This is an optimization exercise on Yosys and OpenROAD, whose aim is small area, not a production implementation.
In this exercise RTL edits were held to simulation tests only and were not proved equivalent to the original.

== build 65 ==
==> flow/design.v (excerpt) <==
module sht20_codec (
    input  wire        clk,
    input  wire        rst,
    input  wire        in_valid,
    input  wire [2:0]  op,
    input  wire [7:0]  a,
    input  wire [7:0]  b,
    output wire        out_valid,
    output wire        err,
    output wire [15:0] raw_masked,
    output wire [31:0] val0,
    output wire [31:0] val1,
    output wire [7:0]  ureg_out,
    output wire        otp_dis,
    output wire        htr_en,
    output wire        eob,
    output wire        res_valid,
    output wire [1:0]  res
);
    wire [1:0] cls = (op == 3'd0) ? 2'd0 :
                     (op == 3'd1) ? 2'd1 :
                     (op[2] & op[1]) ? 2'd3 : 2'd2;
    reg [7:0] u;
    always @(*) begin
        case (op)
            3'd3: u = (a & 8'h7E) | {b[1], 6'b000000, b[0]};
            3'd4: u = (a & 8'hFB) | {5'b00000, b[0], 2'b00};
            3'd5: u = (a & 8'hBF) | {1'b0, b[0], 6'b000000};
            default: u = a;
        endcase
    end
    wire [13:0] dat = op[2] | op[1] ? {6'd0, u} : {a, b[7:2]};
    reg        r1_valid;
    reg [1:0]  r1_cls;
    reg [13:0] r1_datn;      
    always @(posedge clk) begin
        r1_valid <= ~rst & in_valid;
        r1_cls   <= cls;
        r1_datn  <= ~dat;
    end
    wire [13:0] r1_dat = ~r1_datn;
    wire [29:0] c_v;
    sht20_cconv u_c (.n(r1_dat), .rh(r1_cls[0]), .v(c_v));
    reg        r2_valid;
    reg [1:0]  r2_cls;
    reg [13:0] r2_datn;      
    reg [29:0] r2_vn;
    always @(posedge clk) begin
        r2_valid <= ~rst & r1_valid;
        r2_cls   <= r1_cls;
        r2_datn  <= r1_datn;
        r2_vn    <= ~c_v;
    end
    assign out_valid = r2_valid;
    wire [31:0] f_v;
    wire [13:0] r2_dat = ~r2_datn;
    wire [29:0] r2_v = ~r2_vn;
    sht20_fconv u_f (.c(r2_v), .f(f_v));
    wire is_t = (r2_cls == 2'd0);
    wire is_m = ~r2_cls[1];
    wire is_u = (r2_cls == 2'd2);
    wire [7:0] ru = r2_dat[7:0];
  ...
Settings: LEC_CHECK=0, ABC_AREA=1, CAP_MARGIN=20, CORE_MARGIN=2, CORE_UTILIZATION=40, CTS_BUF_LIST=sky130_fd_sc_hd__clkbuf_8, CTS_CLUSTER_DIAMETER=60, CTS_CLUSTER_SIZE=16, SLEW_MARGIN=20; clock period 60.0 ns.
standard.sh (not shown) runs the stock make flow with config.mk's settings and CLKGATE_MAP_FILE= SYNTH_SCRIPT=/design/flow/synth_recipe.tcl, a recipe that flattens the netlist after the stock synthesis.
==> flow/flow/run.sh <==
#!/bin/bash
# The standard layout (standard.sh), with these changes:
#  - synthesis: yosys maps its carry-lookahead cells ($lcu) to ripple carries
#    (flow/lcu_ripple.v) instead of ORFS's Kogge-Stone map, and abc maps the
#    logic with flow/abc_area.script (area-oriented mapping, repeated with
#    don't-care optimisation) instead of ORFS's abc_area.script.  Otherwise
#    synthesis is the standard flow's synth_recipe.tcl and ORFS's synth.tcl unchanged
#    (fsm and share passes skipped, design flattened, nets renamed), so the
#    registers are the standard synthesis's;
#  - the cells listed in flow/dont_use.txt are added to the platform's
#    don't-use list (half-adder cells and large drive strengths), for the
#    whole flow;
#  - the input and output port buffers are the smallest buffer cell;
#  - clock tree synthesis with config.mk's clustering and buffer settings,
#    without dummy load cells on the clock tree's leaves.
# All tool output goes to standard.log in this folder.
set -o pipefail
W=$PWD
export SYNTH_OPERATIONS_ARGS="-extra-map $W/flow/lcu_ripple.v"
export BUFFER_PORTS_ARGS="-buffer_cell sky130_fd_sc_hd__buf_1"
export CTS_ARGS="-sink_clustering_enable -repair_clock_nets -sink_clustering_size 10 -sink_clustering_max_diameter 40 -buf_list {sky130_fd_sc_hd__clkbuf_4 sky130_fd_sc_hd__clkbuf_8} -dont_use_dummy_load"
{
  echo "include $W/config.mk"
  echo "export DONT_USE_CELLS += $(cat flow/dont_use.txt)"
} > flow_config.mk
sed "s#\$::env(SCRIPTS_DIR)/abc_area.script#$W/flow/abc_area.script#" \
    "$FLOW_HOME/scripts/synth_preamble.tcl" > flow_synth_preamble.tcl
sed "s#source \$::env(SCRIPTS_DIR)/synth_preamble.tcl#source $W/flow_synth_preamble.tcl#" \
    "$FLOW_HOME/scripts/synth.tcl" > flow_synth.tcl
sed "s#source \$::env(SCRIPTS_DIR)/synth.tcl#source $W/flow_synth.tcl#" \
    synth_recipe.tcl > flow_synth_recipe.tcl
sed -e "s#DESIGN_CONFIG=[^ ]*#DESIGN_CONFIG=$W/flow_config.mk#g" \
    -e "s#SYNTH_SCRIPT=[^ ]*#SYNTH_SCRIPT=$W/flow_synth_recipe.tcl#g" standard.sh > flow_standard.sh
grep -q "flow/abc_area.script" flow_synth_preamble.tcl || { echo "preamble edit failed"; exit 1; }
grep -q "flow_synth_preamble.tcl" flow_synth.tcl || { echo "synth edit failed"; exit 1; }
grep -q "flow_synth.tcl" flow_synth_recipe.tcl || { echo "synth_recipe edit failed"; exit 1; }
bash flow_standard.sh > standard.log 2>&1
==> flow/flow/abc_area.script <==
strash
dch
map -a
mfs2
strash
dch
map -a
mfs2
strash
dch
map -a
mfs2
strash
dch
map -a
topo
dnsize -c
Other scripts of this flow, unchanged in this note and not shown: flow/flow/dont_use.txt, flow/flow/lcu_ripple.v
Here is what was changed in the inputs of build 40 compared with build 65.
# build 65
export LEC_CHECK = 0
export ABC_AREA = 1
export CAP_MARGIN = 20
export CORE_MARGIN = 2
export CORE_UTILIZATION = 40
export CTS_BUF_LIST = sky130_fd_sc_hd__clkbuf_8
export CTS_CLUSTER_DIAMETER = 60
export CTS_CLUSTER_SIZE = 16
export SLEW_MARGIN = 20
create_clock -name core_clock -period 60.0 [get_ports {clk}]
# build 40
export LEC_CHECK = 0
export ABC_AREA = 1
export CAP_MARGIN = 20
export CORE_MARGIN = 2
export CORE_UTILIZATION = 60
export CTS_BUF_LIST = sky130_fd_sc_hd__clkbuf_8
export CTS_CLUSTER_DIAMETER = 60
export CTS_CLUSTER_SIZE = 16
export GPL_TIMING_DRIVEN = 0
export SLEW_MARGIN = 20
create_clock -name core_clock -period 60.0 [get_ports {clk}]
diff --git a/flow/flow/run.sh b/flow/flow/run.sh
--- a/flow/flow/run.sh
+++ b/flow/flow/run.sh
@@ -13,3 +13 @@
-#  - the input and output port buffers are the smallest buffer cell;
-#  - clock tree synthesis with config.mk's clustering and buffer settings,
-#    without dummy load cells on the clock tree's leaves.
+#  - the input and output port buffers are the smallest buffer cell.
@@ -21 +18,0 @@
-export CTS_ARGS="-sink_clustering_enable -repair_clock_nets -sink_clustering_size 10 -sink_clustering_max_diameter 40 -buf_list {sky130_fd_sc_hd__clkbuf_4 sky130_fd_sc_hd__clkbuf_8} -dont_use_dummy_load"
Note that the width of the chip recorded for build 65 amounts to 1.2 times the value seen in build 40.
Layout cell share with drive strength beyond 1 in build 40 is 0.65 points higher than in build 65
Compared with build 65, in build 40 first-pass iteration count of the detailed router grew by 2, area added between synthesis and finish held steady, slack of the worst reg-to-reg path shrank by 1550 ps.
Edits applied to the flow inputs when going from build 40 to build 3:
# build 40
export LEC_CHECK = 0
export ABC_AREA = 1
export CAP_MARGIN = 20
export CORE_MARGIN = 2
export CORE_UTILIZATION = 60
export CTS_BUF_LIST = sky130_fd_sc_hd__clkbuf_8
export CTS_CLUSTER_DIAMETER = 60
export CTS_CLUSTER_SIZE = 16
export GPL_TIMING_DRIVEN = 0
export SLEW_MARGIN = 20
create_clock -name core_clock -period 60.0 [get_ports {clk}]
# build 3
export LEC_CHECK = 0
export ABC_AREA = 1
export CAP_MARGIN = 20
export CORE_MARGIN = 2
export CORE_UTILIZATION = 40
export CTS_BUF_LIST = sky130_fd_sc_hd__clkbuf_8
export CTS_CLUSTER_DIAMETER = 60
export CTS_CLUSTER_SIZE = 16
export SLEW_MARGIN = 20
create_clock -name core_clock -period 60.0 [get_ports {clk}]
==> flow/flow/run.sh <==
#!/bin/bash
# The standard layout (standard.sh), with these changes:
#  - yosys maps its carry-lookahead cells ($lcu) to ripple carries
#    (flow/lcu_ripple.v) instead of ORFS's Kogge-Stone map, so adders are small;
#  - the cells listed in flow/dont_use.txt are added to the platform's
#    don't-use list (half-adder cells and large drive strengths), for the
#    whole flow; the registers and everything else are as standard;
#  - the input and output port buffers are the smallest buffer cell.
# All tool output goes to standard.log in this folder.
set -o pipefail
export SYNTH_OPERATIONS_ARGS="-extra-map $PWD/flow/lcu_ripple.v"
export BUFFER_PORTS_ARGS="-buffer_cell sky130_fd_sc_hd__buf_1"
{
  echo "include $PWD/config.mk"
  echo "export DONT_USE_CELLS += $(cat flow/dont_use.txt)"
} > flow_config.mk
sed "s#DESIGN_CONFIG=[^ ]*#DESIGN_CONFIG=$PWD/flow_config.mk#g" standard.sh > flow_standard.sh
bash flow_standard.sh > standard.log 2>&1
removed: flow/flow/abc_area.script
--- outcome ---
The die area number comes out higher for build 3 vs build 40. The first-pass GRT wire length in build 3 is 1.12 times that in build 40. Diff build 3 and build 40: count of cells along the worst register-to-register path higher in build 40. Row synthesized instance count: build 3 higher / build 40 lower. Global-route usage (higher): build 40. Build 40 has a higher non-clock buffer count than build 3. On sequential portion of the cell area: between build 3 and build 40, it ends up higher for build 40. Build 3 vs build 40, number of detailed-route iterations in the first pass went down by 1.

port drivers added, routing unchanged:
The flow's constraints put no driver on any port. The routed layouts listed below were extracted and timed again, unchanged, in two steps. Step 1 sets driving cells, clkbuf_16 on the clock port and buf_2 on the other inputs (assumed; they add their load-dependent delay and slew). Step 2 times the ports against the registers' clock, not the clock port: input delays grow and output delays shrink by t, the midpoint of the rising clock arrivals with the driver on. Slacks: ideal ports / drivers / drivers and shift; pairs: ideal ports / drivers.
run	t (ns)	setup slack, ns	hold slack, ns
build 65	0.395	8.884 / 8.843 / 9.238	0.382 / 0.382 / 0.382
build 40	0.386	6.973 / 6.932 / 7.317	0.338 / 0.338 / 0.338
build 3	0.416	11.736 / 11.688 / 12.104	0.335 / 0.335 / 0.335
After both steps setup and hold are still met in every run listed.
